Source: an optimization exercise on an open RTL-to-GDS flow (aim: small area, a short achievable clock period and few clock cycles). Production flows keep margins and buffers that such runs may drop.
Only simulation tests tie the RTL to the original design; equivalence was not proved.

`design/flow/config.mk`:
```
export PLATFORM = sky130hd
export DESIGN_NAME = bsac_lag
export DESIGN_NICKNAME = bsac_lag
export VERILOG_FILES = /design/flow/design.v
export SDC_FILE = /design/flow/constraint.sdc
export NUM_CORES = 4
export LEC_CHECK = 0
export ABC_AREA = 1
export CAP_MARGIN = 20
export CORE_MARGIN = 2
export CORE_UTILIZATION = 70
export PLACE_DENSITY = 0.78
export SETUP_SLACK_MARGIN = 5
export SLEW_MARGIN = 20
```
`design/flow/constraint.sdc`:
```
create_clock -name core_clock -period 10.0 [get_ports {clk}]
set_input_delay 2.0000 -clock core_clock [delete_from_list [all_inputs] [get_ports {clk}]]
set_output_delay 2.0000 -clock core_clock [all_outputs]
set_load 0.01 [all_outputs]
```
`design/flow/design.v`:
```
module bsac_lag (
    input  wire        clk,
    input  wire        rst,
    input  wire        in_valid,
    output wire        in_ready,
    input  wire [31:0] in_data,
    input  wire [6:0]  in_min_period,
    output wire        out_valid,
    input  wire        out_ready,
    output wire [6:0]  out_lag,
    output wire [6:0]  out_best_lag,
    output wire [8:0]  out_best_value,
    output wire [8:0]  out_global_max,
    output wire        out_err
);
    localparam integer E   = 8;      
    localparam integer LE  = 3;     
    localparam integer LAT = 3;    
    localparam integer GAP = 1;        
    localparam [6:0]   LASTW = 7'd127 - E + 7'd1;
    localparam [1:0] H_IDLE = 2'd0, H_RUN = 2'd2, H_CHK = 2'd3;
    reg        have;       
    reg [2:0]  beat;
    reg        busy;       
    reg        is_sw;      
    reg        is_gap;
    reg        is_st;      
    reg        iss;        
    reg [1:0]  gapc;
    reg [LAT-1:0] tv;      
    reg        hgo;        
    reg [1:0]  hs;         
    reg        dn;         
    reg        ov;         
    reg [255:0] nb;        
    reg [255:0] pk;
    reg [255:0] sh;
    reg [6:0]   mp_ld;     
    reg [6:0]   mp;        
    reg [6:0]   ij;        
    reg [14:0]  mk;        
    reg [LAT-1:0] tm;      
    reg [6:0]   tj [0:LAT-1];
    reg [E-1:0] tf [0:LAT-1];   
    wire        in_rdy  = !have;
    wire        beat_ok = in_valid && in_rdy;
    wire [255:0] pkm;
    genvar gb;
    generate
        for (gb = 0; gb < 32; gb = gb + 1) begin : g_mask
            if (gb < 15) begin : g_m
                assign pkm[8*gb +: 8] = pk[8*gb +: 8] & {8{mk[gb]}};
            end else begin : g_n
                assign pkm[8*gb +: 8] = pk[8*gb +: 8];
            end
        end
    endgenerate
    wire [8:0] cv [0:E-1];
    wire [E-1:0] iflag;
    genvar ge;
    generate
        for (ge = 0; ge < E; ge = ge + 1) begin : g_eng
            wire [255:0] she = sh << ge;
            bsac_popcnt u_pc (.clk(clk), .x(pkm ^ she), .c(cv[ge]));
            assign iflag[ge] = ({1'b0, ij} + ge) >= {1'b0, mp};
        end
    endgenerate
    integer li;
    always @(posedge clk) begin
        tm[0] <= is_st;
        tj[0] <= ij;
        tf[0] <= iflag;
        for (li = 1; li < LAT; li = li + 1) begin
            tm[li] <= tm[li-1];
            tj[li] <= tj[li-1];
            tf[li] <= tf[li-1];
        end
    end
    wire         c_v = tv[LAT-1];
    wire         c_m = tm[LAT-1];
    wire [6:0]   c_j = tj[LAT-1];
    wire [E-1:0] c_f = tf[LAT-1];
    reg [8:0]  g;
    reg [8:0]  bv;
    reg [6:0]  blr;
    wire [6:0] bl = blr;
    wire [9:0] g34 = ({1'b0, g} + {g, 1'b0}) >> 2;    
    reg [127:0] pass;
    reg [7:0]  dl;             
    localparam integer GS = E / 2;      
    localparam integer TW = LE + 11;    
    function [TW-1:0] tmin;             
        input [TW-1:0] x, y;
        begin
            if (x[TW-1] && (!y[TW-1] || x[TW-2:LE+1] <= y[TW-2:LE+1]))
                tmin = x;
            else
                tmin = y;
        end
    endfunction
    function [8:0] tmax;
        input [8:0] x, y;
        tmax = (y > x) ? y : x;
    endfunction
    wire [TW-1:0] tv0 [0:E-1];
    generate
        for (ge = 0; ge < E; ge = ge + 1) begin : g_tv
            assign tv0[ge] = {c_f[ge], cv[ge], ge[LE:0]};
        end
    endgenerate
    reg  [8:0]  pmax [0:1];
    reg  [8:0]  pmin [0:1];
    reg  [LE:0] pidx [0:1];
    reg  [1:0]  pany;
    reg  [6:0]  rj;
    reg         qv;
    wire        rv = qv;
    reg  [TW-1:0] gmn [0:1];
    reg  [8:0]    gmx [0:1];
    integer gi;
    always @(*) begin
        for (gi = 0; gi < 2; gi = gi + 1) begin
            if (GS == 2) begin
                gmn[gi] = tmin(tv0[2*gi], tv0[2*gi+1]);
                gmx[gi] = tmax(cv[2*gi], cv[2*gi+1]);
            end else begin
                gmn[gi] = tmin(tmin(tv0[4*gi], tv0[4*gi+1]), tmin(tv0[4*gi+2], tv0[4*gi+3]));
                gmx[gi] = tmax(tmax(cv[4*gi], cv[4*gi+1]), tmax(cv[4*gi+2], cv[4*gi+3]));
            end
        end
    end
    integer gj;
    always @(posedge clk) begin
        for (gj = 0; gj < 2; gj = gj + 1) begin
            pmax[gj] <= gmx[gj];
            pmin[gj] <= gmn[gj][TW-2:LE+1];
            pidx[gj] <= gmn[gj][LE:0];
            pany[gj] <= gmn[gj][TW-1];
        end
        rj <= c_j;
    end
    wire [E-1:0] pbit;
    generate
        for (ge = 0; ge < E; ge = ge + 1) begin : g_pass
            wire [10:0] c5 = {2'b0, cv[ge]} + {cv[ge], 2'b0};
            assign pbit[ge] = c5 <= {1'b0, g34};
        end
    endgenerate
    wire       m0  = pany[0] && pmin[0] < bv;
    wire       m1  = pany[1] && pmin[1] < bv && (!m0 || pmin[1] < pmin[0]);
    wire       x0  = pmax[0] > g && pmax[0] >= pmax[1];
    wire       x1  = pmax[1] > g && pmax[1] > pmax[0];
    integer pw;
    always @(posedge clk) begin
        if (c_v && c_m) begin
            for (pw = 0; pw < 128 / E; pw = pw + 1)
                if (c_j[6:LE] == pw)
                    pass[pw*E +: E] <= pbit;
            dl <= {1'b0, c_j} + E;
        end
        if (is_gap)
            dl <= 8'd0;
        if (start) begin
            g  <= 9'd0;
            bv <= 9'h1ff;
        end else if (rv) begin
            if (x1)
                g <= pmax[1];
            else if (x0)
                g <= pmax[0];
            if (m1) begin
                bv  <= pmin[1];
                blr <= rj + pidx[1];
            end else if (m0) begin
                bv  <= pmin[0];
                blr <= rj + pidx[0];
            end
        end
    end
    reg [6:0]  d;          
    reg [6:0]  ed;         
    reg [6:0]  qq;         
    reg [6:0]  rr;         
    reg [6:0]  k;
    reg [6:0]  tgt;        
    reg [6:0]  racc;       
    reg        cph;        
    reg        pk_r, cv_r;
    reg [6:0]  rlag;
    reg        rerr;
    reg [2:0]  mpl;        
    reg        mp2;        
    reg        ds_act;
    reg [6:0]  ds_d;
    reg [8:0]  ds_d3;      
    function [8:0] r4step;
        input [6:0] rem;
        input [1:0] nn;
        input [6:0] dd;
        input [8:0] d3;        
        reg   [9:0] rr4, t1, t2, t3;
        begin
            rr4 = {1'b0, rem, nn};
            t1 = rr4 - {3'b0, dd};
            t2 = rr4 - {2'b0, dd, 1'b0};
            t3 = rr4 - {1'b0, d3};
            if (!t3[9])
                r4step = {2'd3, t3[6:0]};
            else if (!t2[9])
                r4step = {2'd2, t2[6:0]};
            else if (!t1[9])
                r4step = {2'd1, t1[6:0]};
            else
                r4step = {2'd0, rr4[6:0]};
        end
    endfunction
    reg        a_v, b_v;
    reg [6:0]  a_d, a_r, b_d, b_r;
    reg [8:0]  a_d3, b_d3;
    reg [2:0]  a_q;
    reg [4:0]  b_q;
    reg        dv_ov, dv_pk, dv_cv, dv_lt;
    reg [6:0]  dv_r, dv_q;
    wire       q6 = bl[6] && ds_d == 7'd1;
    wire [8:0] sa = r4step({6'd0, bl[6] && !q6}, bl[5:4], ds_d, ds_d3);
    wire [8:0] sb = r4step(a_r, bl[3:2], a_d, a_d3);
    wire [8:0] sc = r4step(b_r, bl[1:0], b_d, b_d3);
    wire [3:0] pk4 = pass[{b_q, 2'b00} +: 4];
    wire [3:0] cv4, lt4;
    genvar gq;
    generate
        for (gq = 0; gq < 4; gq = gq + 1) begin : g_q4
            assign cv4[gq] = {1'b0, b_q, gq[1:0]} < dl;
            assign lt4[gq] = {b_q, gq[1:0]} < mp;
        end
    endgenerate
    reg        stall;      
    always @(posedge clk) if (!stall) begin
        a_d  <= ds_d;
        a_d3 <= ds_d3;
        a_r  <= sa[6:0];
        a_q  <= {q6, sa[8:7]};
        b_d  <= a_d;
        b_d3 <= a_d3;
        b_r  <= sb[6:0];
        b_q  <= {a_q, sb[8:7]};
        dv_r  <= sc[6:0];
        dv_q  <= {b_q, sc[8:7]};
        dv_pk <= pk4[sc[8:7]];
        dv_cv <= cv4[sc[8:7]];
        dv_lt <= lt4[sc[8:7]];
    end
    wire       qhit  = dv_ov;
    reg        ed2, d2, klast;    
    wire       qskip = qhit && (dv_lt || (dv_cv && !dv_pk));
    wire       qpass = dv_cv && dv_pk;           
    wire [7:0] r2    = {dv_r, 1'b0};
    wire       c2    = r2 >= {1'b0, ed};
    reg  [7:0] rrd;        
    reg  [6:0] qq1;        
    wire [7:0] rsum  = {1'b0, racc} + {1'b0, rr};
    wire [7:0] rsmd  = {1'b0, racc} + rrd;
    wire       rcy   = !rsmd[7];
    wire [6:0] tgt_a = tgt + qq;
    wire [6:0] tgt_b = tgt + qq1;
    wire       cdec  = (hs == H_CHK) && cph && cv_r;    
    wire       hshort = {1'b0, bl} < {mp, 1'b0};        
    wire [10:0] bl11 = {1'b0, bl, 3'b0} + {3'b0, bl, 1'b0} + {4'b0, bl};
    wire [6:0] d0    = mp2 ? bl11 >> ({1'b0, mpl} + 4'd4) : bl >> mpl;
    reg        fin;
    reg [6:0]  fin_lag;
    always @(*) begin
        fin = 1'b0;
        fin_lag = bl;
        if (hgo && (mp == 7'd0 || hshort)) begin
            fin = 1'b1;
            if (mp == 7'd0)
                fin_lag = 7'd0;
        end
        case (hs)
        H_RUN: if (qhit) begin
            if (qskip && ed2)
                fin = 1'b1;
            if (!qskip && qpass && ed2) begin
                fin = 1'b1;
                fin_lag = dv_q;
            end
        end
        H_CHK: if (cdec) begin
            if (pk_r) begin
                if (klast) begin
                    fin = 1'b1;
                    fin_lag = qq;
                end
            end else if (d2) begin
                fin = 1'b1;
            end
        end
        default: ;
        endcase
    end
    reg [6:0]  d0r;
    reg        hgo2, ch1, ch2, chg;
    wire       lastm = rv && rj == LASTW;
    wire       sps   = rv && rj == LASTW - E && mp != 7'd0;
    wire       rsx   = hgo2 && chg && (hs == H_RUN);
    wire       ds_rs = sps || rsx;
    wire [8:0] d0x3  = {2'b0, d0r} + {1'b0, d0r, 1'b0};
    wire di_v = ds_act && !ds_rs && !stall;
    always @(posedge clk) begin
        d0r <= d0;
        if (rv) begin
            ch1 <= m0 || m1;
            ch2 <= ch1;
        end
        if (lastm)
            chg <= m0 || m1 || ch1 || ch2;
        if (ds_rs) begin
            ds_d  <= d0r;
            ds_d3 <= d0x3;
        end else if (ds_act && !stall) begin
            ds_d  <= ds_d - 7'd1;
            ds_d3 <= ds_d3 - 9'd3;
        end
        pk_r <= pass[tgt];
        cv_r <= {1'b0, tgt} < dl;
        if (ds_rs) begin
            ed  <= d0r;
            ed2 <= d0r == 7'd2;
        end
        case (hs)
        H_RUN: if (qhit) begin
            if (qskip) begin
                ed  <= ed - 7'd1;
                ed2 <= ed == 7'd3;
            end else begin
                qq   <= dv_q;
                qq1  <= dv_q + 7'd1;
                rrd  <= {1'b0, dv_r} - {1'b0, ed};
                rr   <= dv_r;
                d    <= ed;
                d2   <= ed2;
                cph  <= 1'b0;
                if (qpass) begin
                    tgt   <= {dv_q[5:0], 1'b0} + {6'd0, c2};
                    racc  <= c2 ? r2 - ed : r2[6:0];
                    k     <= 7'd2;
                    klast <= ed == 7'd3;
                end else begin
                    tgt   <= dv_q;
                    racc  <= dv_r;
                    k     <= 7'd1;
                    klast <= ed2;
                end
            end
        end
        H_CHK: begin
            cph <= !cph;
            if (cdec) begin
                if (pk_r) begin
                    k <= k + 7'd1;
                    klast <= k + 7'd2 == d;
                    if (rcy) begin
                        racc <= rsmd[6:0];
                        tgt  <= tgt_b;
                    end else begin
                        racc <= rsum[6:0];
                        tgt  <= tgt_a;
                    end
                end else begin
                    ed  <= d - 7'd1;
                    ed2 <= d == 7'd3;
                end
            end
        end
        default: ;
        endcase
        if (fin) begin
            rlag <= fin_lag;
            rerr <= (mp == 7'd0);
        end
        if (beat_ok && beat == 3'd7)
            mp_ld <= in_min_period;
    end
    reg [6:0]  o_lag, o_bl;
    reg [8:0]  o_bv, o_g;
    reg        o_err;
    wire copy  = dn && !ov;
    wire start = have && !busy && (!dn || !ov);
    wire iss_nx = start ||
                  (is_sw && ij != LASTW) ||
                  (is_gap && gapc == GAP - 1) ||
                  (is_st && iss && ij != LASTW && !fin &&
                   !((hs != H_IDLE) && ({1'b0, ij} + E >= {1'b0, bl})));
    wire [6:0] ij_nx = (!iss || (is_sw && ij == LASTW)) ? 7'd0 : ij + E;
    integer mb;
    always @(posedge clk) begin
        if (beat_ok)
            nb <= {nb[223:0], in_data};
        if (start)
            pk <= nb;
        if (iss)
            sh <= sh << E;
        else if (start)
            sh <= nb;
        else
            sh <= pk;
        if (copy) begin
            o_lag <= rlag;
            o_err <= rerr;
            o_bl  <= blr;
            o_bv  <= bv;
            o_g   <= g;
        end
        if (start) begin
            mp  <= mp_ld;
            mpl <= mp_ld[6] ? 3'd6 : mp_ld[5] ? 3'd5 : mp_ld[4] ? 3'd4 :
                   mp_ld[3] ? 3'd3 : mp_ld[2] ? 3'd2 : mp_ld[1] ? 3'd1 : 3'd0;
            mp2 <= mp_ld[6] ? mp_ld[5] : mp_ld[5] ? mp_ld[4] : mp_ld[4] ? mp_ld[3] :
                   mp_ld[3] ? mp_ld[2] : mp_ld[2] ? mp_ld[1] : mp_ld[1] ? mp_ld[0] : 1'b0;
        end
        ij <= ij_nx;
        for (mb = 0; mb < 15; mb = mb + 1)
            mk[mb] <= mb >= ij_nx[6:3];
    end
    always @(posedge clk) begin
        if (rst) begin
            have   <= 1'b0;
            beat   <= 3'd0;
            busy   <= 1'b0;
            is_sw  <= 1'b0;
            is_gap <= 1'b0;
            is_st  <= 1'b0;
            iss    <= 1'b0;
            gapc   <= 2'd0;
            tv     <= {LAT{1'b0}};
            qv     <= 1'b0;
            hgo    <= 1'b0;
            hgo2   <= 1'b0;
            hs     <= H_IDLE;
            stall  <= 1'b0;
            dn     <= 1'b0;
            ov     <= 1'b0;
            ds_act <= 1'b0;
            a_v    <= 1'b0;
            b_v    <= 1'b0;
            dv_ov  <= 1'b0;
        end else begin
            if (beat_ok) begin
                beat <= beat + 3'd1;
                if (beat == 3'd7)
                    have <= 1'b1;
            end
            if (start) begin
                have <= 1'b0;
                busy <= 1'b1;
            end
            iss <= iss_nx;
            if (start)
                is_sw <= 1'b1;
            if (is_sw && ij == LASTW) begin
                is_sw  <= 1'b0;
                is_gap <= 1'b1;
                gapc   <= 2'd0;
            end
            if (is_gap) begin
                gapc <= gapc + 2'd1;
                if (gapc == GAP - 1) begin
                    is_gap <= 1'b0;
                    is_st  <= 1'b1;
                end
            end
            if (is_st && !iss_nx)
                is_st <= 1'b0;
            tv  <= {tv[LAT-2:0], iss};
            qv  <= c_v && !c_m;
            hgo <= rv && rj == LASTW;
            hgo2 <= hgo;
            if (rsx) begin
                a_v   <= 1'b0;
                b_v   <= 1'b0;
                dv_ov <= 1'b0;
            end else if (!stall) begin
                a_v   <= di_v;
                b_v   <= a_v;
                dv_ov <= b_v;
            end
            if (ds_rs)
                ds_act <= 1'b1;
            else if (ds_act && ds_d == 7'd2 && !stall)
                ds_act <= 1'b0;
            stall <= ((hs == H_RUN) && qhit && !qskip && !fin) ||
                     ((hs == H_CHK) && !(cdec && !pk_r) && !fin);
            if (hgo && !fin)
                hs <= H_RUN;
            case (hs)
            H_RUN: if (qhit && !qskip) hs <= H_CHK;
            H_CHK: if (cdec && !pk_r && !fin) hs <= H_RUN;
            default: ;
            endcase
            if (fin) begin
                hs     <= H_IDLE;
                ds_act <= 1'b0;
                busy   <= 1'b0;
                dn     <= 1'b1;
            end
            if (ov && out_ready)
                ov <= 1'b0;
            if (copy) begin
                dn <= 1'b0;
                ov <= 1'b1;
            end
        end
    end
    assign in_ready       = in_rdy;
    assign out_valid      = ov;
    assign out_lag        = o_lag;
    assign out_best_lag   = o_bl;
    assign out_best_value = o_bv;
    assign out_global_max = o_g;
    assign out_err        = o_err;
endmodule
module bsac_popcnt (input wire clk, input wire [255:0] x, output reg [8:0] c);
    wire s1;
    wire k2;
    wire s3;
    wire k4;
    wire s5;
    wire k6;
    wire s7;
    wire k8;
    wire s9;
    wire k10;
    wire s11;
    wire k12;
    wire s13;
    wire k14;
    wire s15;
    wire k16;
    wire s17;
    wire k18;
    wire s19;
    wire k20;
    wire s21;
    wire k22;
    wire s23;
    wire k24;
    wire s25;
    wire k26;
    wire s27;
    wire k28;
    wire s29;
    wire k30;
    wire s31;
    wire k32;
    wire s33;
    wire k34;
    wire s35;
    wire k36;
    wire s37;
    wire k38;
    wire s39;
    wire k40;
    wire s41;
    wire k42;
    wire s43;
    wire k44;
    wire s45;
    wire k46;
    wire s47;
    wire k48;
    wire s49;
    wire k50;
    wire s51;
    wire k52;
    wire s53;
    wire k54;
    wire s55;
    wire k56;
    wire s57;
    wire k58;
    wire s59;
    wire k60;
    wire s61;
    wire k62;
    wire s63;
    wire k64;
    wire s65;
    wire k66;
    wire s67;
    wire k68;
    wire s69;
    wire k70;
    wire s71;
    wire k72;
    wire s73;
    wire k74;
    wire s75;
    wire k76;
    wire s77;
    wire k78;
    wire s79;
    wire k80;
    wire s81;
    wire k82;
    wire s83;
    wire k84;
    wire s85;
    wire k86;
    wire s87;
    wire k88;
    wire s89;
    wire k90;
    wire s91;
    wire k92;
    wire s93;
    wire k94;
    wire s95;
    wire k96;
    wire s97;
    wire k98;
    wire s99;
    wire k100;
    wire s101;
    wire k102;
    wire s103;
    wire k104;
    wire s105;
    wire k106;
    wire s107;
    wire k108;
    wire s109;
    wire k110;
    wire s111;
    wire k112;
    wire s113;
    wire k114;
    wire s115;
    wire k116;
    wire s117;
    wire k118;
    wire s119;
    wire k120;
    wire s121;
    wire k122;
    wire s123;
    wire k124;
    wire s125;
    wire k126;
    wire s127;
    wire k128;
    wire s129;
    wire k130;
    wire s131;
    wire k132;
    wire s133;
    wire k134;
    wire s135;
    wire k136;
    wire s137;
    wire k138;
    wire s139;
    wire k140;
    wire s141;
    wire k142;
    wire s143;
    wire k144;
    wire s145;
    wire k146;
    wire s147;
    wire k148;
    wire s149;
    wire k150;
    wire s151;
    wire k152;
    wire s153;
    wire k154;
    wire s155;
    wire k156;
    wire s157;
    wire k158;
    wire s159;
    wire k160;
    wire s161;
    wire k162;
    wire s163;
    wire k164;
    wire s165;
    wire k166;
    wire s167;
    wire k168;
    wire s169;
    wire k170;
    wire s171;
    wire k172;
    wire s173;
    wire k174;
    wire s175;
    wire k176;
    wire s177;
    wire k178;
    wire s179;
    wire k180;
    wire s181;
    wire k182;
    wire s183;
    wire k184;
    wire s185;
    wire k186;
    wire s187;
    wire k188;
    wire s189;
    wire k190;
    wire s191;
    wire k192;
    wire s193;
    wire k194;
    wire s195;
    wire k196;
    wire s197;
    wire k198;
    wire s199;
    wire k200;
    wire s201;
    wire k202;
    wire s203;
    wire k204;
    wire s205;
    wire k206;
    wire s207;
    wire k208;
    wire s209;
    wire k210;
    wire s211;
    wire k212;
    wire s213;
    wire k214;
    wire s215;
    wire k216;
    wire s217;
    wire k218;
    wire s219;
    wire k220;
    wire s221;
    wire k222;
    wire s223;
    wire k224;
    wire s225;
    wire k226;
    wire s227;
    wire k228;
    wire s229;
    wire k230;
    wire s231;
    wire k232;
    wire s233;
    wire k234;
    wire s235;
    wire k236;
    wire s237;
    wire k238;
    wire s239;
    wire k240;
    wire s241;
    wire k242;
    wire s243;
    wire k244;
    wire s245;
    wire k246;
    wire s247;
    wire k248;
    wire s249;
    wire k250;
    wire s251;
    wire k252;
    wire s253;
    wire k254;
    wire s255;
    wire k256;
    wire s257;
    wire k258;
    wire s259;
    wire k260;
    wire s261;
    wire k262;
    wire s263;
    wire k264;
    wire s265;
    wire k266;
    wire s267;
    wire k268;
    wire s269;
    wire k270;
    wire s271;
    wire k272;
    wire s273;
    wire k274;
    wire s275;
    wire k276;
    wire s277;
    wire k278;
    wire s279;
    wire k280;
    wire s281;
    wire k282;
    wire s283;
    wire k284;
    wire s285;
    wire k286;
    wire s287;
    wire k288;
    wire s289;
    wire k290;
    wire s291;
    wire k292;
    wire s293;
    wire k294;
    wire s295;
    wire k296;
    wire s297;
    wire k298;
    wire s299;
    wire k300;
    wire s301;
    wire k302;
    wire s303;
    wire k304;
    wire s305;
    wire k306;
    wire s307;
    wire k308;
    wire s309;
    wire k310;
    wire s311;
    wire k312;
    wire s313;
    wire k314;
    wire s315;
    wire k316;
    wire s317;
    wire k318;
    wire s319;
    wire k320;
    wire s321;
    wire k322;
    wire s323;
    wire k324;
    wire s325;
    wire k326;
    wire s327;
    wire k328;
    wire s329;
    wire k330;
    wire s331;
    wire k332;
    wire s333;
    wire k334;
    wire s335;
    wire k336;
    wire s337;
    wire k338;
    wire s339;
    wire k340;
    wire s341;
    wire k342;
    wire s343;
    wire k344;
    wire s345;
    wire k346;
    wire s347;
    wire k348;
    wire s349;
    wire k350;
    wire s351;
    wire k352;
    wire s353;
    wire k354;
    wire s355;
    wire k356;
    wire s357;
    wire k358;
    wire s359;
    wire k360;
    wire s361;
    wire k362;
    wire s363;
    wire k364;
    wire s365;
    wire k366;
    wire s367;
    wire k368;
    wire s369;
    wire k370;
    wire s371;
    wire k372;
    wire s373;
    wire k374;
    wire s375;
    wire k376;
    wire s377;
    wire k378;
    wire s379;
    wire k380;
    wire s381;
    wire k382;
    wire s383;
    wire k384;
    wire s385;
    wire k386;
    wire s387;
    wire k388;
    wire s389;
    wire k390;
    wire s391;
    wire k392;
    wire s393;
    wire k394;
    wire s395;
    wire k396;
    wire s397;
    wire k398;
    wire s399;
    wire k400;
    wire s401;
    wire k402;
    wire s403;
    wire k404;
    wire s405;
    wire k406;
    wire s407;
    wire k408;
    wire s409;
    wire k410;
    wire s411;
    wire k412;
    reg r413;
    reg r414;
    reg r415;
    reg r416;
    reg r417;
    reg r418;
    reg r419;
    reg r420;
    reg r421;
    reg r422;
    reg r423;
    reg r424;
    reg r425;
    reg r426;
    reg r427;
    reg r428;
    reg r429;
    reg r430;
    reg r431;
    reg r432;
    reg r433;
    reg r434;
    reg r435;
    reg r436;
    reg r437;
    reg r438;
    reg r439;
    reg r440;
    reg r441;
    reg r442;
    reg r443;
    reg r444;
    reg r445;
    reg r446;
    reg r447;
    reg r448;
    reg r449;
    reg r450;
    reg r451;
    reg r452;
    reg r453;
    reg r454;
    reg r455;
    reg r456;
    reg r457;
    reg r458;
    reg r459;
    reg r460;
    reg r461;
    reg r462;
    reg r463;
    reg r464;
    reg r465;
    wire s466;
    wire k467;
    wire s468;
    wire k469;
    wire s470;
    wire k471;
    wire s472;
    wire k473;
    wire s474;
    wire k475;
    wire s476;
    wire k477;
    wire s478;
    wire k479;
    wire s480;
    wire k481;
    wire s482;
    wire k483;
    wire s484;
    wire k485;
    wire s486;
    wire k487;
    wire s488;
    wire k489;
    wire s490;
    wire k491;
    wire s492;
    wire k493;
    wire s494;
    wire k495;
    wire s496;
    wire k497;
    wire s498;
    wire k499;
    wire s500;
    wire k501;
    wire s502;
    wire k503;
    wire s504;
    wire k505;
    wire s506;
    wire k507;
    wire s508;
    wire k509;
    wire s510;
    wire k511;
    wire s512;
    wire k513;
    wire s514;
    wire k515;
    wire s516;
    wire k517;
    wire s518;
    wire k519;
    wire s520;
    wire k521;
    wire s522;
    wire k523;
    wire s524;
    wire k525;
    wire s526;
    wire k527;
    wire s528;
    wire k529;
    wire s530;
    wire k531;
    wire s532;
    wire k533;
    wire s534;
    wire k535;
    wire s536;
    wire k537;
    wire s538;
    wire k539;
    wire s540;
    wire k541;
    wire s542;
    wire k543;
    wire s544;
    wire k545;
    wire s546;
    wire k547;
    wire s548;
    wire k549;
    reg r550;
    reg r551;
    reg r552;
    reg r553;
    reg r554;
    reg r555;
    reg r556;
    reg r557;
    reg r558;
    reg r559;
    reg r560;
    reg r561;
    reg r562;
    reg r563;
    reg r564;
    reg r565;
    reg r566;
    wire s567;
    wire k568;
    wire s569;
    wire k570;
    wire s571;
    wire k572;
    assign {k2, s1} = {1'b0,x[0]} + {1'b0,x[1]} + {1'b0,x[2]};
    assign {k4, s3} = {1'b0,x[3]} + {1'b0,x[4]} + {1'b0,x[5]};
    assign {k6, s5} = {1'b0,x[6]} + {1'b0,x[7]} + {1'b0,x[8]};
    assign {k8, s7} = {1'b0,x[9]} + {1'b0,x[10]} + {1'b0,x[11]};
    assign {k10, s9} = {1'b0,x[12]} + {1'b0,x[13]} + {1'b0,x[14]};
    assign {k12, s11} = {1'b0,x[15]} + {1'b0,x[16]} + {1'b0,x[17]};
    assign {k14, s13} = {1'b0,x[18]} + {1'b0,x[19]} + {1'b0,x[20]};
    assign {k16, s15} = {1'b0,x[21]} + {1'b0,x[22]} + {1'b0,x[23]};
    assign {k18, s17} = {1'b0,x[24]} + {1'b0,x[25]} + {1'b0,x[26]};
    assign {k20, s19} = {1'b0,x[27]} + {1'b0,x[28]} + {1'b0,x[29]};
    assign {k22, s21} = {1'b0,x[30]} + {1'b0,x[31]} + {1'b0,x[32]};
    assign {k24, s23} = {1'b0,x[33]} + {1'b0,x[34]} + {1'b0,x[35]};
    assign {k26, s25} = {1'b0,x[36]} + {1'b0,x[37]} + {1'b0,x[38]};
    assign {k28, s27} = {1'b0,x[39]} + {1'b0,x[40]} + {1'b0,x[41]};
    assign {k30, s29} = {1'b0,x[42]} + {1'b0,x[43]} + {1'b0,x[44]};
    assign {k32, s31} = {1'b0,x[45]} + {1'b0,x[46]} + {1'b0,x[47]};
    assign {k34, s33} = {1'b0,x[48]} + {1'b0,x[49]} + {1'b0,x[50]};
    assign {k36, s35} = {1'b0,x[51]} + {1'b0,x[52]} + {1'b0,x[53]};
    assign {k38, s37} = {1'b0,x[54]} + {1'b0,x[55]} + {1'b0,x[56]};
    assign {k40, s39} = {1'b0,x[57]} + {1'b0,x[58]} + {1'b0,x[59]};
    assign {k42, s41} = {1'b0,x[60]} + {1'b0,x[61]} + {1'b0,x[62]};
    assign {k44, s43} = {1'b0,x[63]} + {1'b0,x[64]} + {1'b0,x[65]};
    assign {k46, s45} = {1'b0,x[66]} + {1'b0,x[67]} + {1'b0,x[68]};
    assign {k48, s47} = {1'b0,x[69]} + {1'b0,x[70]} + {1'b0,x[71]};
    assign {k50, s49} = {1'b0,x[72]} + {1'b0,x[73]} + {1'b0,x[74]};
    assign {k52, s51} = {1'b0,x[75]} + {1'b0,x[76]} + {1'b0,x[77]};
    assign {k54, s53} = {1'b0,x[78]} + {1'b0,x[79]} + {1'b0,x[80]};
    assign {k56, s55} = {1'b0,x[81]} + {1'b0,x[82]} + {1'b0,x[83]};
    assign {k58, s57} = {1'b0,x[84]} + {1'b0,x[85]} + {1'b0,x[86]};
    assign {k60, s59} = {1'b0,x[87]} + {1'b0,x[88]} + {1'b0,x[89]};
    assign {k62, s61} = {1'b0,x[90]} + {1'b0,x[91]} + {1'b0,x[92]};
    assign {k64, s63} = {1'b0,x[93]} + {1'b0,x[94]} + {1'b0,x[95]};
    assign {k66, s65} = {1'b0,x[96]} + {1'b0,x[97]} + {1'b0,x[98]};
    assign {k68, s67} = {1'b0,x[99]} + {1'b0,x[100]} + {1'b0,x[101]};
    assign {k70, s69} = {1'b0,x[102]} + {1'b0,x[103]} + {1'b0,x[104]};
    assign {k72, s71} = {1'b0,x[105]} + {1'b0,x[106]} + {1'b0,x[107]};
    assign {k74, s73} = {1'b0,x[108]} + {1'b0,x[109]} + {1'b0,x[110]};
    assign {k76, s75} = {1'b0,x[111]} + {1'b0,x[112]} + {1'b0,x[113]};
    assign {k78, s77} = {1'b0,x[114]} + {1'b0,x[115]} + {1'b0,x[116]};
    assign {k80, s79} = {1'b0,x[117]} + {1'b0,x[118]} + {1'b0,x[119]};
    assign {k82, s81} = {1'b0,x[120]} + {1'b0,x[121]} + {1'b0,x[122]};
    assign {k84, s83} = {1'b0,x[123]} + {1'b0,x[124]} + {1'b0,x[125]};
    assign {k86, s85} = {1'b0,x[126]} + {1'b0,x[127]} + {1'b0,x[128]};
    assign {k88, s87} = {1'b0,x[129]} + {1'b0,x[130]} + {1'b0,x[131]};
    assign {k90, s89} = {1'b0,x[132]} + {1'b0,x[133]} + {1'b0,x[134]};
    assign {k92, s91} = {1'b0,x[135]} + {1'b0,x[136]} + {1'b0,x[137]};
    assign {k94, s93} = {1'b0,x[138]} + {1'b0,x[139]} + {1'b0,x[140]};
    assign {k96, s95} = {1'b0,x[141]} + {1'b0,x[142]} + {1'b0,x[143]};
    assign {k98, s97} = {1'b0,x[144]} + {1'b0,x[145]} + {1'b0,x[146]};
    assign {k100, s99} = {1'b0,x[147]} + {1'b0,x[148]} + {1'b0,x[149]};
    assign {k102, s101} = {1'b0,x[150]} + {1'b0,x[151]} + {1'b0,x[152]};
    assign {k104, s103} = {1'b0,x[153]} + {1'b0,x[154]} + {1'b0,x[155]};
    assign {k106, s105} = {1'b0,x[156]} + {1'b0,x[157]} + {1'b0,x[158]};
    assign {k108, s107} = {1'b0,x[159]} + {1'b0,x[160]} + {1'b0,x[161]};
    assign {k110, s109} = {1'b0,x[162]} + {1'b0,x[163]} + {1'b0,x[164]};
    assign {k112, s111} = {1'b0,x[165]} + {1'b0,x[166]} + {1'b0,x[167]};
    assign {k114, s113} = {1'b0,x[168]} + {1'b0,x[169]} + {1'b0,x[170]};
    assign {k116, s115} = {1'b0,x[171]} + {1'b0,x[172]} + {1'b0,x[173]};
    assign {k118, s117} = {1'b0,x[174]} + {1'b0,x[175]} + {1'b0,x[176]};
    assign {k120, s119} = {1'b0,x[177]} + {1'b0,x[178]} + {1'b0,x[179]};
    assign {k122, s121} = {1'b0,x[180]} + {1'b0,x[181]} + {1'b0,x[182]};
    assign {k124, s123} = {1'b0,x[183]} + {1'b0,x[184]} + {1'b0,x[185]};
    assign {k126, s125} = {1'b0,x[186]} + {1'b0,x[187]} + {1'b0,x[188]};
    assign {k128, s127} = {1'b0,x[189]} + {1'b0,x[190]} + {1'b0,x[191]};
    assign {k130, s129} = {1'b0,x[192]} + {1'b0,x[193]} + {1'b0,x[194]};
    assign {k132, s131} = {1'b0,x[195]} + {1'b0,x[196]} + {1'b0,x[197]};
    assign {k134, s133} = {1'b0,x[198]} + {1'b0,x[199]} + {1'b0,x[200]};
    assign {k136, s135} = {1'b0,x[201]} + {1'b0,x[202]} + {1'b0,x[203]};
    assign {k138, s137} = {1'b0,x[204]} + {1'b0,x[205]} + {1'b0,x[206]};
    assign {k140, s139} = {1'b0,x[207]} + {1'b0,x[208]} + {1'b0,x[209]};
    assign {k142, s141} = {1'b0,x[210]} + {1'b0,x[211]} + {1'b0,x[212]};
    assign {k144, s143} = {1'b0,x[213]} + {1'b0,x[214]} + {1'b0,x[215]};
    assign {k146, s145} = {1'b0,x[216]} + {1'b0,x[217]} + {1'b0,x[218]};
    assign {k148, s147} = {1'b0,x[219]} + {1'b0,x[220]} + {1'b0,x[221]};
    assign {k150, s149} = {1'b0,x[222]} + {1'b0,x[223]} + {1'b0,x[224]};
    assign {k152, s151} = {1'b0,x[225]} + {1'b0,x[226]} + {1'b0,x[227]};
    assign {k154, s153} = {1'b0,x[228]} + {1'b0,x[229]} + {1'b0,x[230]};
    assign {k156, s155} = {1'b0,x[231]} + {1'b0,x[232]} + {1'b0,x[233]};
    assign {k158, s157} = {1'b0,x[234]} + {1'b0,x[235]} + {1'b0,x[236]};
    assign {k160, s159} = {1'b0,x[237]} + {1'b0,x[238]} + {1'b0,x[239]};
    assign {k162, s161} = {1'b0,x[240]} + {1'b0,x[241]} + {1'b0,x[242]};
    assign {k164, s163} = {1'b0,x[243]} + {1'b0,x[244]} + {1'b0,x[245]};
    assign {k166, s165} = {1'b0,x[246]} + {1'b0,x[247]} + {1'b0,x[248]};
    assign {k168, s167} = {1'b0,x[249]} + {1'b0,x[250]} + {1'b0,x[251]};
    assign {k170, s169} = {1'b0,x[252]} + {1'b0,x[253]} + {1'b0,x[254]};
    assign {k172, s171} = {1'b0,s1} + {1'b0,s3} + {1'b0,s5};
    assign {k174, s173} = {1'b0,s7} + {1'b0,s9} + {1'b0,s11};
    assign {k176, s175} = {1'b0,s13} + {1'b0,s15} + {1'b0,s17};
    assign {k178, s177} = {1'b0,s19} + {1'b0,s21} + {1'b0,s23};
    assign {k180, s179} = {1'b0,s25} + {1'b0,s27} + {1'b0,s29};
    assign {k182, s181} = {1'b0,s31} + {1'b0,s33} + {1'b0,s35};
    assign {k184, s183} = {1'b0,s37} + {1'b0,s39} + {1'b0,s41};
    assign {k186, s185} = {1'b0,s43} + {1'b0,s45} + {1'b0,s47};
    assign {k188, s187} = {1'b0,s49} + {1'b0,s51} + {1'b0,s53};
    assign {k190, s189} = {1'b0,s55} + {1'b0,s57} + {1'b0,s59};
    assign {k192, s191} = {1'b0,s61} + {1'b0,s63} + {1'b0,s65};
    assign {k194, s193} = {1'b0,s67} + {1'b0,s69} + {1'b0,s71};
    assign {k196, s195} = {1'b0,s73} + {1'b0,s75} + {1'b0,s77};
    assign {k198, s197} = {1'b0,s79} + {1'b0,s81} + {1'b0,s83};
    assign {k200, s199} = {1'b0,s85} + {1'b0,s87} + {1'b0,s89};
    assign {k202, s201} = {1'b0,s91} + {1'b0,s93} + {1'b0,s95};
    assign {k204, s203} = {1'b0,s97} + {1'b0,s99} + {1'b0,s101};
    assign {k206, s205} = {1'b0,s103} + {1'b0,s105} + {1'b0,s107};
    assign {k208, s207} = {1'b0,s109} + {1'b0,s111} + {1'b0,s113};
    assign {k210, s209} = {1'b0,s115} + {1'b0,s117} + {1'b0,s119};
    assign {k212, s211} = {1'b0,s121} + {1'b0,s123} + {1'b0,s125};
    assign {k214, s213} = {1'b0,s127} + {1'b0,s129} + {1'b0,s131};
    assign {k216, s215} = {1'b0,s133} + {1'b0,s135} + {1'b0,s137};
    assign {k218, s217} = {1'b0,s139} + {1'b0,s141} + {1'b0,s143};
    assign {k220, s219} = {1'b0,s145} + {1'b0,s147} + {1'b0,s149};
    assign {k222, s221} = {1'b0,s151} + {1'b0,s153} + {1'b0,s155};
    assign {k224, s223} = {1'b0,s157} + {1'b0,s159} + {1'b0,s161};
    assign {k226, s225} = {1'b0,s163} + {1'b0,s165} + {1'b0,s167};
    assign {k228, s227} = {1'b0,s169} + {1'b0,x[255]};
    assign {k230, s229} = {1'b0,k2} + {1'b0,k4} + {1'b0,k6};
    assign {k232, s231} = {1'b0,k8} + {1'b0,k10} + {1'b0,k12};
    assign {k234, s233} = {1'b0,k14} + {1'b0,k16} + {1'b0,k18};
    assign {k236, s235} = {1'b0,k20} + {1'b0,k22} + {1'b0,k24};
    assign {k238, s237} = {1'b0,k26} + {1'b0,k28} + {1'b0,k30};
    assign {k240, s239} = {1'b0,k32} + {1'b0,k34} + {1'b0,k36};
    assign {k242, s241} = {1'b0,k38} + {1'b0,k40} + {1'b0,k42};
    assign {k244, s243} = {1'b0,k44} + {1'b0,k46} + {1'b0,k48};
    assign {k246, s245} = {1'b0,k50} + {1'b0,k52} + {1'b0,k54};
    assign {k248, s247} = {1'b0,k56} + {1'b0,k58} + {1'b0,k60};
    assign {k250, s249} = {1'b0,k62} + {1'b0,k64} + {1'b0,k66};
    assign {k252, s251} = {1'b0,k68} + {1'b0,k70} + {1'b0,k72};
    assign {k254, s253} = {1'b0,k74} + {1'b0,k76} + {1'b0,k78};
    assign {k256, s255} = {1'b0,k80} + {1'b0,k82} + {1'b0,k84};
    assign {k258, s257} = {1'b0,k86} + {1'b0,k88} + {1'b0,k90};
    assign {k260, s259} = {1'b0,k92} + {1'b0,k94} + {1'b0,k96};
    assign {k262, s261} = {1'b0,k98} + {1'b0,k100} + {1'b0,k102};
    assign {k264, s263} = {1'b0,k104} + {1'b0,k106} + {1'b0,k108};
    assign {k266, s265} = {1'b0,k110} + {1'b0,k112} + {1'b0,k114};
    assign {k268, s267} = {1'b0,k116} + {1'b0,k118} + {1'b0,k120};
    assign {k270, s269} = {1'b0,k122} + {1'b0,k124} + {1'b0,k126};
    assign {k272, s271} = {1'b0,k128} + {1'b0,k130} + {1'b0,k132};
    assign {k274, s273} = {1'b0,k134} + {1'b0,k136} + {1'b0,k138};
    assign {k276, s275} = {1'b0,k140} + {1'b0,k142} + {1'b0,k144};
    assign {k278, s277} = {1'b0,k146} + {1'b0,k148} + {1'b0,k150};
    assign {k280, s279} = {1'b0,k152} + {1'b0,k154} + {1'b0,k156};
    assign {k282, s281} = {1'b0,k158} + {1'b0,k160} + {1'b0,k162};
    assign {k284, s283} = {1'b0,k164} + {1'b0,k166} + {1'b0,k168};
    assign {k286, s285} = {1'b0,s171} + {1'b0,s173} + {1'b0,s175};
    assign {k288, s287} = {1'b0,s177} + {1'b0,s179} + {1'b0,s181};
    assign {k290, s289} = {1'b0,s183} + {1'b0,s185} + {1'b0,s187};
    assign {k292, s291} = {1'b0,s189} + {1'b0,s191} + {1'b0,s193};
    assign {k294, s293} = {1'b0,s195} + {1'b0,s197} + {1'b0,s199};
    assign {k296, s295} = {1'b0,s201} + {1'b0,s203} + {1'b0,s205};
    assign {k298, s297} = {1'b0,s207} + {1'b0,s209} + {1'b0,s211};
    assign {k300, s299} = {1'b0,s213} + {1'b0,s215} + {1'b0,s217};
    assign {k302, s301} = {1'b0,s219} + {1'b0,s221} + {1'b0,s223};
    assign {k304, s303} = {1'b0,s225} + {1'b0,s227};
    assign {k306, s305} = {1'b0,k172} + {1'b0,k174} + {1'b0,k176};
    assign {k308, s307} = {1'b0,k178} + {1'b0,k180} + {1'b0,k182};
    assign {k310, s309} = {1'b0,k184} + {1'b0,k186} + {1'b0,k188};
    assign {k312, s311} = {1'b0,k190} + {1'b0,k192} + {1'b0,k194};
    assign {k314, s313} = {1'b0,k196} + {1'b0,k198} + {1'b0,k200};
    assign {k316, s315} = {1'b0,k202} + {1'b0,k204} + {1'b0,k206};
    assign {k318, s317} = {1'b0,k208} + {1'b0,k210} + {1'b0,k212};
    assign {k320, s319} = {1'b0,k214} + {1'b0,k216} + {1'b0,k218};
    assign {k322, s321} = {1'b0,k220} + {1'b0,k222} + {1'b0,k224};
    assign {k324, s323} = {1'b0,k226} + {1'b0,k228} + {1'b0,s229};
    assign {k326, s325} = {1'b0,s231} + {1'b0,s233} + {1'b0,s235};
    assign {k328, s327} = {1'b0,s237} + {1'b0,s239} + {1'b0,s241};
    assign {k330, s329} = {1'b0,s243} + {1'b0,s245} + {1'b0,s247};
    assign {k332, s331} = {1'b0,s249} + {1'b0,s251} + {1'b0,s253};
    assign {k334, s333} = {1'b0,s255} + {1'b0,s257} + {1'b0,s259};
    assign {k336, s335} = {1'b0,s261} + {1'b0,s263} + {1'b0,s265};
    assign {k338, s337} = {1'b0,s267} + {1'b0,s269} + {1'b0,s271};
    assign {k340, s339} = {1'b0,s273} + {1'b0,s275} + {1'b0,s277};
    assign {k342, s341} = {1'b0,s279} + {1'b0,s281} + {1'b0,s283};
    assign {k344, s343} = {1'b0,k230} + {1'b0,k232} + {1'b0,k234};
    assign {k346, s345} = {1'b0,k236} + {1'b0,k238} + {1'b0,k240};
    assign {k348, s347} = {1'b0,k242} + {1'b0,k244} + {1'b0,k246};
    assign {k350, s349} = {1'b0,k248} + {1'b0,k250} + {1'b0,k252};
    assign {k352, s351} = {1'b0,k254} + {1'b0,k256} + {1'b0,k258};
    assign {k354, s353} = {1'b0,k260} + {1'b0,k262} + {1'b0,k264};
    assign {k356, s355} = {1'b0,k266} + {1'b0,k268} + {1'b0,k270};
    assign {k358, s357} = {1'b0,k272} + {1'b0,k274} + {1'b0,k276};
    assign {k360, s359} = {1'b0,k278} + {1'b0,k280} + {1'b0,k282};
    assign {k362, s361} = {1'b0,s285} + {1'b0,s287} + {1'b0,s289};
    assign {k364, s363} = {1'b0,s291} + {1'b0,s293} + {1'b0,s295};
    assign {k366, s365} = {1'b0,s297} + {1'b0,s299} + {1'b0,s301};
    assign {k368, s367} = {1'b0,k286} + {1'b0,k288} + {1'b0,k290};
    assign {k370, s369} = {1'b0,k292} + {1'b0,k294} + {1'b0,k296};
    assign {k372, s371} = {1'b0,k298} + {1'b0,k300} + {1'b0,k302};
    assign {k374, s373} = {1'b0,k304} + {1'b0,s305} + {1'b0,s307};
    assign {k376, s375} = {1'b0,s309} + {1'b0,s311} + {1'b0,s313};
    assign {k378, s377} = {1'b0,s315} + {1'b0,s317} + {1'b0,s319};
    assign {k380, s379} = {1'b0,s321} + {1'b0,s323} + {1'b0,s325};
    assign {k382, s381} = {1'b0,s327} + {1'b0,s329} + {1'b0,s331};
    assign {k384, s383} = {1'b0,s333} + {1'b0,s335} + {1'b0,s337};
    assign {k386, s385} = {1'b0,s339} + {1'b0,s341} + {1'b0,k170};
    assign {k388, s387} = {1'b0,k306} + {1'b0,k308} + {1'b0,k310};
    assign {k390, s389} = {1'b0,k312} + {1'b0,k314} + {1'b0,k316};
    assign {k392, s391} = {1'b0,k318} + {1'b0,k320} + {1'b0,k322};
    assign {k394, s393} = {1'b0,k324} + {1'b0,k326} + {1'b0,k328};
    assign {k396, s395} = {1'b0,k330} + {1'b0,k332} + {1'b0,k334};
    assign {k398, s397} = {1'b0,k336} + {1'b0,k338} + {1'b0,k340};
    assign {k400, s399} = {1'b0,k342} + {1'b0,s343} + {1'b0,s345};
    assign {k402, s401} = {1'b0,s347} + {1'b0,s349} + {1'b0,s351};
    assign {k404, s403} = {1'b0,s353} + {1'b0,s355} + {1'b0,s357};
    assign {k406, s405} = {1'b0,s359} + {1'b0,k284};
    assign {k408, s407} = {1'b0,k344} + {1'b0,k346} + {1'b0,k348};
    assign {k410, s409} = {1'b0,k350} + {1'b0,k352} + {1'b0,k354};
    assign {k412, s411} = {1'b0,k356} + {1'b0,k358} + {1'b0,k360};
    assign {k467, s466} = {1'b0,r413} + {1'b0,r414} + {1'b0,r415};
    assign {k469, s468} = {1'b0,r417} + {1'b0,r418} + {1'b0,r419};
    assign {k471, s470} = {1'b0,r420} + {1'b0,r421} + {1'b0,r422};
    assign {k473, s472} = {1'b0,r423} + {1'b0,r424} + {1'b0,r425};
    assign {k475, s474} = {1'b0,r426} + {1'b0,r427} + {1'b0,r428};
    assign {k477, s476} = {1'b0,r430} + {1'b0,r431} + {1'b0,r432};
    assign {k479, s478} = {1'b0,r433} + {1'b0,r434} + {1'b0,r435};
    assign {k481, s480} = {1'b0,r436} + {1'b0,r437} + {1'b0,r438};
    assign {k483, s482} = {1'b0,r439} + {1'b0,r440} + {1'b0,r441};
    assign {k485, s484} = {1'b0,r442} + {1'b0,r443} + {1'b0,r444};
    assign {k487, s486} = {1'b0,r445} + {1'b0,r446} + {1'b0,r447};
    assign {k489, s488} = {1'b0,r448} + {1'b0,r449};
    assign {k491, s490} = {1'b0,r450} + {1'b0,r451} + {1'b0,r452};
    assign {k493, s492} = {1'b0,r453} + {1'b0,r454} + {1'b0,r455};
    assign {k495, s494} = {1'b0,r456} + {1'b0,r457} + {1'b0,r458};
    assign {k497, s496} = {1'b0,r459} + {1'b0,r460} + {1'b0,r461};
    assign {k499, s498} = {1'b0,r463} + {1'b0,r464} + {1'b0,r465};
    assign {k501, s500} = {1'b0,k467} + {1'b0,s468} + {1'b0,s470};
    assign {k503, s502} = {1'b0,s472} + {1'b0,s474} + {1'b0,r429};
    assign {k505, s504} = {1'b0,k469} + {1'b0,k471} + {1'b0,k473};
    assign {k507, s506} = {1'b0,k475} + {1'b0,s476} + {1'b0,s478};
    assign {k509, s508} = {1'b0,s480} + {1'b0,s482} + {1'b0,s484};
    assign {k511, s510} = {1'b0,s486} + {1'b0,s488};
    assign {k513, s512} = {1'b0,k477} + {1'b0,k479} + {1'b0,k481};
    assign {k515, s514} = {1'b0,k483} + {1'b0,k485} + {1'b0,k487};
    assign {k517, s516} = {1'b0,k489} + {1'b0,s490} + {1'b0,s492};
    assign {k519, s518} = {1'b0,s494} + {1'b0,s496} + {1'b0,r462};
    assign {k521, s520} = {1'b0,k491} + {1'b0,k493} + {1'b0,k495};
    assign {k523, s522} = {1'b0,k497} + {1'b0,s498};
    assign {k525, s524} = {1'b0,k501} + {1'b0,k503} + {1'b0,s504};
    assign {k527, s526} = {1'b0,s506} + {1'b0,s508} + {1'b0,s510};
    assign {k529, s528} = {1'b0,k505} + {1'b0,k507} + {1'b0,k509};
    assign {k531, s530} = {1'b0,k511} + {1'b0,s512} + {1'b0,s514};
    assign {k533, s532} = {1'b0,s516} + {1'b0,s518};
    assign {k535, s534} = {1'b0,k513} + {1'b0,k515} + {1'b0,k517};
    assign {k537, s536} = {1'b0,k519} + {1'b0,s520} + {1'b0,s522};
    assign {k539, s538} = {1'b0,k521} + {1'b0,k523} + {1'b0,k499};
    assign {k541, s540} = {1'b0,k525} + {1'b0,k527} + {1'b0,s528};
    assign {k543, s542} = {1'b0,s530} + {1'b0,s532};
    assign {k545, s544} = {1'b0,k529} + {1'b0,k531} + {1'b0,k533};
    assign {k547, s546} = {1'b0,s534} + {1'b0,s536};
    assign {k549, s548} = {1'b0,k535} + {1'b0,k537} + {1'b0,s538};
    assign {k568, s567} = {1'b0,r558} + {1'b0,r559} + {1'b0,r560};
    assign {k570, s569} = {1'b0,r562} + {1'b0,r563} + {1'b0,r564};
    assign {k572, s571} = {1'b0,k570} + {1'b0,r565} + {1'b0,r566};
    always @(posedge clk) begin
        r413 <= s361;
        r414 <= s363;
        r415 <= s365;
        r416 <= s303;
        r417 <= k362;
        r418 <= k364;
        r419 <= k366;
        r420 <= s367;
        r421 <= s369;
        r422 <= s371;
        r423 <= s373;
        r424 <= s375;
        r425 <= s377;
        r426 <= s379;
        r427 <= s381;
        r428 <= s383;
        r429 <= s385;
        r430 <= k368;
        r431 <= k370;
        r432 <= k372;
        r433 <= k374;
        r434 <= k376;
        r435 <= k378;
        r436 <= k380;
        r437 <= k382;
        r438 <= k384;
        r439 <= k386;
        r440 <= s387;
        r441 <= s389;
        r442 <= s391;
        r443 <= s393;
        r444 <= s395;
        r445 <= s397;
        r446 <= s399;
        r447 <= s401;
        r448 <= s403;
        r449 <= s405;
        r450 <= k388;
        r451 <= k390;
        r452 <= k392;
        r453 <= k394;
        r454 <= k396;
        r455 <= k398;
        r456 <= k400;
        r457 <= k402;
        r458 <= k404;
        r459 <= k406;
        r460 <= s407;
        r461 <= s409;
        r462 <= s411;
        r463 <= k408;
        r464 <= k410;
        r465 <= k412;
        r550 <= s466;
        r551 <= r416;
        r552 <= s500;
        r553 <= s502;
        r554 <= s524;
        r555 <= s526;
        r556 <= s540;
        r557 <= s542;
        r558 <= k541;
        r559 <= k543;
        r560 <= s544;
        r561 <= s546;
        r562 <= k545;
        r563 <= k547;
        r564 <= s548;
        r565 <= k549;
        r566 <= k539;
    end
    wire [8:0] ra = {1'b0, k572, s571, k568, s567, r556, r554, r552, r550};
    wire [8:0] rb = {1'b0, 1'b0, 1'b0, s569, r561, r557, r555, r553, r551};
    always @(posedge clk) c <= ra + rb;
endmodule
```
`design/flow/flow/run.sh`:
```
#!/bin/bash
# The standard layout (the standard.sh: ORFS from synthesis to the final
# layout, unchanged clock and constraints) with two changes to how it is made:
#  - each input and output port is buffered with sky130_fd_sc_hd__buf_4
#    instead of the flow's default buffer choice;
#  - timing repair aims for 6.5 ns of setup slack instead of 5 ns.
set -e
export BUFFER_PORTS_ARGS="-buffer_cell sky130_fd_sc_hd__buf_4"
sed 's/SETUP_SLACK_MARGIN=[0-9.]*/SETUP_SLACK_MARGIN=6.5/' standard.sh > standard_m.sh
bash standard_m.sh > standard.log 2>&1
```
`design/flow/standard.sh`:
```
#!/bin/bash
# synth_recipe.tcl (not shown) runs the flow's synth.tcl, then flattens the netlist and writes it again
# the make line also repeats each setting of config.mk as NAME=value (left out here)
make -C /OpenROAD-flow-scripts/flow DESIGN_CONFIG=/design/flow/config.mk WORK_HOME=/design/flow/orfs CLKGATE_MAP_FILE= SYNTH_SCRIPT=/design/flow/synth_recipe.tcl "${@:-finish}"
```
==> flow_metrics.env, run 1 <==
export IMPL_start_util=0.7036
export IMPL_final_common_cell="fa_1"
export IMPL_finClkSkew_ps=37.93
export IMPL_slowest_stage="fa_1"
export IMPL_fin_crit_sh=0.3584
export IMPL_relSlewSlack=-0.04536
export IMPL_finalHoldViolations=0
export IMPL_post_drt_wl_per_cell_um=29.09
export IMPL_synth_edf_count=600
export IMPL_hold_depth=0
export IMPL_syn2layout_area_growth_pct=7.638
export IMPL_die_area_sq_mm=0.1991
export IMPL_layout_common_cells="fa_1, nand2_1, inv_1"
export IMPL_cts_num_sinks=1914
export IMPL_htree_levels=4
export IMPL_grt_pass1_vias=96660
export IMPL_wl_um=453900
export IMPL_io_pins=78
export IMPL_grt_total_usage=0.4592
export IMPL_grt_max_degree=202
export IMPL_gr_total_overflow=0
export IMPL_cap_violations=1
export IMPL_vias_per_cell=6.122
export IMPL_ant_nets=0
export IMPL_io_buffers=77
export IMPL_gp_congestion=1.073
export IMPL_period_needed_ps=3584
export IMPL_grt_pass1_wl_um=649600
export IMPL_worstSetupStartpoint="mk[13]"
export IMPL_antenna_found_initial=37
export IMPL_layout_drive_gt1_share=0.07339
export IMPL_drc=0
export IMPL_cpMostUsedCell="fa_1"
export IMPL_cp_max_fo=8
export IMPL_min_delay_start="tm[0]"
export IMPL_postSynthAreaPerCell_sq_um=10.44
export IMPL_required_ps=10760
export IMPL_slowest_delay_ps=650
export IMPL_fp_dieW_um=446.3
export IMPL_path_delay_family="adder cells"
export IMPL_synth_cell_type_count=51
export IMPL_die_h_um=446.3
export IMPL_slew_viol_final=15
export IMPL_clkLatencyLatePin_ps=890
export IMPL_crit_path_end_kind="register"
export IMPL_setup_viol=0
export IMPL_numCtsBuffers=193
export IMPL_synthFlopType="dfxtp_1"
export IMPL_syn_nets=15650
export IMPL_nets=15390
export IMPL_run_status="finished with violations"
export IMPL_reg2regPathDepth=7
export IMPL_seq_area_frac_synth=0.3237
export IMPL_cp_depth=7
export IMPL_yosysWarnings=16
export IMPL_rr_startpoint="mk[13]"
export IMPL_synthArstFlopShare=0
export IMPL_ys_seq_elements=1914
export IMPL_setup_tns_final_ps=0
export IMPL_clk_path_buf_depth=3
export IMPL_core_sq_mm=0.1946
export IMPL_critPathLaunchType="register"
export IMPL_cp_cell_sequence="nand2_2, xor2_1, fa_1, fa_1, fa_1, fa_1, inv_1"
export IMPL_max_freq_ghz=0.2790
export IMPL_rsz0062_at_grt="yes"
export IMPL_cts_tree="yes"
export IMPL_netlist_instances=13120
export IMPL_drtIter0Drc=12130
export IMPL_hp_class="register to register"
export IMPL_critPathKind="register to register"
export IMPL_clockRootBuffer="clkbuf_16"
export IMPL_critPathArrivalTime_ps=4340
export IMPL_violations="max-capacitance violations, max-slew violations"
export IMPL_worst_pin_slew_ps=1558
export IMPL_vias=95510
export IMPL_crit_buf_inv=1
export IMPL_hpwl_um=366800
export IMPL_clk_pin_slew_ps=70
export IMPL_syn_area_sq_mm=0.1369
export IMPL_num_rows=162
export IMPL_dr_pass1_iters=6
-- cells by family (layout without fill, tap and decap cells) --
family | Yosys count | after routing | synth area share
compound gates | 956 | 957 | 0.03988
xor+xnor | 2209 | 2209 | 0.1413
fa+ha+maj | 2488 | 2488 | 0.3352
buf+inv | 2409 | 2317 | 0.06674
flops | 1914 | 1914 | 0.3237
other cells | 0 | 33 | 0
simple gates | 3139 | 3142 | 0.09311
-- worst paths after layout --
check	to	slack [ps]
max	g_eng[3].u_pc.r427	6420
min	tm[1]	330
max reg2reg	g_eng[3].u_pc.r427	6420
min reg2reg	tm[1]	330
-- worst reg2reg max path: cells and delay by family, from the launching register on --
| family | cells | cell delay [ps] |
|---|---|---|
| simple gates | 1 | 330 |
| fa+ha+maj | 4 | 2250 |
| xor+xnor | 1 | 260 |
| flops | 1 | 550 |
| buf+inv | 1 | 50 |
-- state kept, by name, summed over array words and instances (netlist names), 9 cells and up --
signal / count
o_bv: 9
g_eng.u_pc.c: 72
g: 9
pass: 128
b_d3: 9
tf: 24
mk: 15
pmax: 18
bv: 9
nb: 256
pmin: 18
sh: 256
o_g: 9
tj: 12
pk: 256
ds_d3: 9
a_d3: 9
-- stage by stage --
stage,std cells,area (sq um),util,hold WS [ps],setup slack (ps)
2_1_floorplan,13120,137000,-,309.6,3703
3_3_place_gp,15170,138700,0.7129,313.3,5686
3_5_place_dp,15170,138700,0.7130,313.5,5574
4_1_cts,15530,146000,0.7505,327.5,6458
5_1_grt,15570,147300,0.7570,327.8,6386
6_report,15600,147400,0.7573,325.5,6416
-- synth_stat cells (all sizes together), types with 18 or more instances --
master  count  area [sq um]
ha        521          6519
edfxtp    600         18020
dfxtp    1314         26310
o21bai     22         165.2
inv      1794          6734
clkbuf    514          1929
xnor2    1124          9844
nor2      572          2170
buf        93         444.2
nand2    1974          7422
nand4      50         312.8
or2        25         156.4
nor3       43         215.2
o211ai     30         225.2
a31oi     257          1608
o21ai     275          1376
and2       18         112.6
a21oi     293          1470
nand3     433          2192
fa       1967         39380
xor2     1085          9503
o21a       23         172.7
-- per-layer routing --
layer  vias up  share of wire  global-route usage
met1     47640           0.35              0.5864
met4        28          0.091              0.3335
met3      1479           0.12              0.1367
met2      6407           0.43              0.6693
li1      39950              -                   -
met5         -        0.00041                   0
-- cell type report --
class | count | area [sq um]
Multi-Input combinational cell | 8796 | 84530
Fill cell | 12830 | 47220
Sequential cell | 1914 | 44640
Inverter | 1802 | 6798
Clock buffer | 260 | 5490
Tap cell | 2542 | 3181
Timing Repair Buffer | 151 | 1346
Clock inverter | 100 | 1276
Antenna cell | 33 | 82.58
Timing Repair inverter | 4 | 28.78
-- what timing repair did --
item                                    CTS  global route
cloned                                    0            10
pin swaps                                 2            23
endpoints found under the setup margin  217           387
setup buffers                             3            28
gates resized for setup                 233           320
hold buffers                              0             0
Testbench counts, summed over its fixed seeds: cycles 4,797.
==> run 2, diff against run 1 <==
==> design/flow/config.mk (replaced) <==
export PLATFORM = sky130hd
export DESIGN_NAME = bsac_lag
export DESIGN_NICKNAME = bsac_lag
export VERILOG_FILES = /design/flow/design.v
export SDC_FILE = /design/flow/constraint.sdc
export NUM_CORES = 4
export LEC_CHECK = 0
export CAP_MARGIN = 20
export CORE_MARGIN = 2
export CORE_UTILIZATION = 60
export PLACE_DENSITY = 0.7
export SETUP_SLACK_MARGIN = 5
export SLEW_MARGIN = 20
==> flow_metrics.env, run 2 <==
export IMPL_critPathLaunchType="register"
export IMPL_cp_max_fo=4
export IMPL_final_common_cell="fa_1"
export IMPL_yosysWarnings=16
export IMPL_layoutNonFillerInstCount=14160
export IMPL_vias=83220
export IMPL_grt_pass1_vias=88070
export IMPL_reg2regPathDepth=16
export IMPL_htree_levels=4
export IMPL_fp_dieW_um=478.8
export IMPL_setup_tns_final_ps=0
export IMPL_syn_nets=13540
export IMPL_gr_total_overflow=0
export IMPL_ant_nets=0
export IMPL_hold_depth=0
export IMPL_clockRootBuffer="clkbuf_16"
export IMPL_synthArstFlopShare=0
export IMPL_grt_total_usage=0.4012
export IMPL_yosysMostFrequentCell="fa_1"
export IMPL_rsz0062_at_grt="yes"
export IMPL_period_needed_ps=3818
export IMPL_netlist_instances=11010
export IMPL_dp_cells=13570
export IMPL_fin_crit_sh=0.3818
export IMPL_num_fill_cells=16610
export IMPL_run_status="finished clean"
export IMPL_yosysTopAreaCellShare=0.2911
export IMPL_slew_viol_final=0
export IMPL_finalHoldViolations=0
export IMPL_die_area_sq_mm=0.2293
export IMPL_cap_violations=0
export IMPL_numCtsBuffers=197
export IMPL_synth_cell_type_count=77
export IMPL_synthFlopType="dfxtp_1"
export IMPL_relSlewSlack=0.2484
export IMPL_critPathArrivalTime_ps=4430
export IMPL_setup_viol=0
export IMPL_dr_pass1_iters=6
export IMPL_r2r_setup_slack_ps=6180
export IMPL_gp_congestion=1.041
export IMPL_critPathKind="register to register"
export IMPL_layout_common_cells="fa_1, inv_1, xnor2_1"
export IMPL_die_h_um=478.8
export IMPL_post_drt_wl_per_cell_um=32.34
export IMPL_clk_path_buf_depth=3
export IMPL_seq_area_frac_synth=0.3277
export IMPL_core_sq_mm=0.2245
export IMPL_required_ps=10610
export IMPL_nets=13500
export IMPL_finClkSkew_ps=63.62
export IMPL_clk_pin_slew_ps=60
export IMPL_max_freq_ghz=0.2619
export IMPL_wl_um=457800
export IMPL_rr_startpoint="racc[1]"
export IMPL_clkLatencyLatePin_ps=900
export IMPL_drc=0
export IMPL_grt_max_degree=123
export IMPL_drtIter0Drc=8326
export IMPL_synth_area_leaders="fa_1, dfxtp_1, edfxtp_1"
export IMPL_worst_pin_slew_ps=1116
export IMPL_top_regs="nb x256, pk x256, sh x256"
export IMPL_layout_drive_gt1_share=0.1673
export IMPL_synth_edf_count=600
export IMPL_num_rows=174
export IMPL_ys_seq_elements=1914
export IMPL_hpwl_um=374200
export IMPL_yosys_top_cells_count="fa_1, inv_1, dfxtp_1, xnor2_1, xor2_1"
export IMPL_vias_per_cell=5.879
export IMPL_syn_area_sq_mm=0.1353
export IMPL_io_buffers=77
export IMPL_seqCellArea_sq_mm=0.04478
export IMPL_r2r_end="tgt[6]"
export IMPL_min_delay_start="tj[0][4]"
export IMPL_multi_input_area_sq_mm=0.08555
export IMPL_io_pins=78
export IMPL_crit_path_end_kind="register"
export IMPL_postSynthAreaPerCell_sq_um=12.29
export IMPL_hp_class="register to register"
export IMPL_start_util=0.6027
export IMPL_min_to="tj[1][4]"
export IMPL_cts_tree="yes"
export IMPL_synth_area_leader_cell="fa_1"
export IMPL_grt_pass1_wl_um=645100
export IMPL_cts_num_sinks=1914
export IMPL_syn2layout_area_growth_pct=10.56
export IMPL_antenna_found_initial=49
run 2: per-layer routing:
| layer | up-vias | routed length, um | track usage |
|---|---|---|---|
| li1 | 34690 | - | - |
| met1 | 43660 | 176000 | 0.5261 |
| met2 | 3915 | 211900 | 0.6304 |
| met3 | 948 | 40250 | 0.08952 |
| met4 | 12 | 29620 | 0.2049 |
| met5 | - | 75 | 0 |
run 2: logic make-up after synthesis:
group,synth area share
XOR/XNOR,0.1418
flip-flops,0.3277
buffers and inverters,0.05859
AND/OR/NAND/NOR,0.02886
multiplexers,0.06686
AO/OA/AOI/OAI,0.03695
adder cells (fa/ha/maj),0.3393
run 2: timing repair:
item / 4_1_cts / 5_1_grt
setup buffers: 111 / 70
pin swaps: 70 / 77
cloned: 4 / 3
hold buffers: 0 / 0
gates resized for setup: 465 / 359
endpoints found under the setup margin: 747 / 296
run 2: critical path, stage by stage, from the launching register on:
cell and delay (ps):
edfxtp_1 420, ha_1 320, a21oi_2 190, o221ai_2 160
o41ai_2 310, xnor2_2 160, buf_6 150, mux2_4 320
ha_4 170, fa_2 340, a21o_1 170, a21oi_2 150
o21bai_1 80, a21oi_1 180, xor2_1 200, xnor2_1 150
a21oi_1 80
run 2: worst max-delay path by stage:
stage / end / cells past startpoint / from / slack, ps
after CTS: pidx[0][0] / 16 / g_eng[1].u_pc.c[1] / 6190
after global routing: tgt[6] / 16 / racc[1] / 6020
after detailed placement: pidx[1][0] / 16 / g_eng[6].u_pc.c[3] / 5170
final: tgt[6] / 16 / racc[1] / 6180
after global placement: pidx[0][0] / 17 / g_eng[2].u_pc.c[3] / 5160
after floorplan: pidx[0][0] / 17 / g_eng[0].u_pc.c[6] / 6370
run 2: cell type report:
type | count | share of cell area
multi-input combinational | 7007 | 0.5720
sequential | 1914 | 0.2994
inverter | 1545 | 0.03881
clock buffer | 274 | 0.03808
tap | 2992 | 0.02503
timing repair buffer | 302 | 0.01873
clock inverter | 98 | 0.007437
antenna | 25 | 0.0004183
run 2: stage by stage:
stage / cell area [sq um] / hold slack, ps / setup WS, ps / utilization
after floorplan: 135500 / 309.6 / 6369 / -
after global placement: 138000 / 311.4 / 5158 / 0.6149
after detailed placement: 138000 / 312.1 / 5168 / 0.6149
after CTS: 147500 / 314.0 / 6190 / 0.6570
after global routing: 149500 / 321.9 / 6020 / 0.6661
final: 149600 / 297.7 / 6182 / 0.6663

-- separate check: timing with driven ports --
The flow's constraints put no driver on any port. The routed layouts listed below were extracted and timed again, unchanged, in two steps. Step 1: set_driving_cell puts a clkbuf_16 on clk and a buf_2 on each other input, an assumption about the parent block. Step 2, shift: input delay + t, output delay - t, t = (earliest + latest rising clock arrival at the registers) / 2. This alone moves slack from input paths to output paths. Slacks: no drivers / after step 1 / after step 2; pairs: no drivers / after step 1.
| run | t, ns | setup slack, ns | latest minus earliest clock arrival (ns) | worst slew at a driven data input, ns | pins driven straight from the clock port |
|---|---|---|---|---|---|
| run 1 | 0.976 | 6.416 / 6.416 / 5.572 | 0.043 / 0.043 | 0.06 | 1 |
| run 2 | 0.965 | 6.182 / 6.182 / 5.646 | 0.064 / 0.064 | 0.05 | 1 |
The setup slack of run 1, which loses most, moves by 0.000 ns with the drivers and by -0.844 ns with both steps.
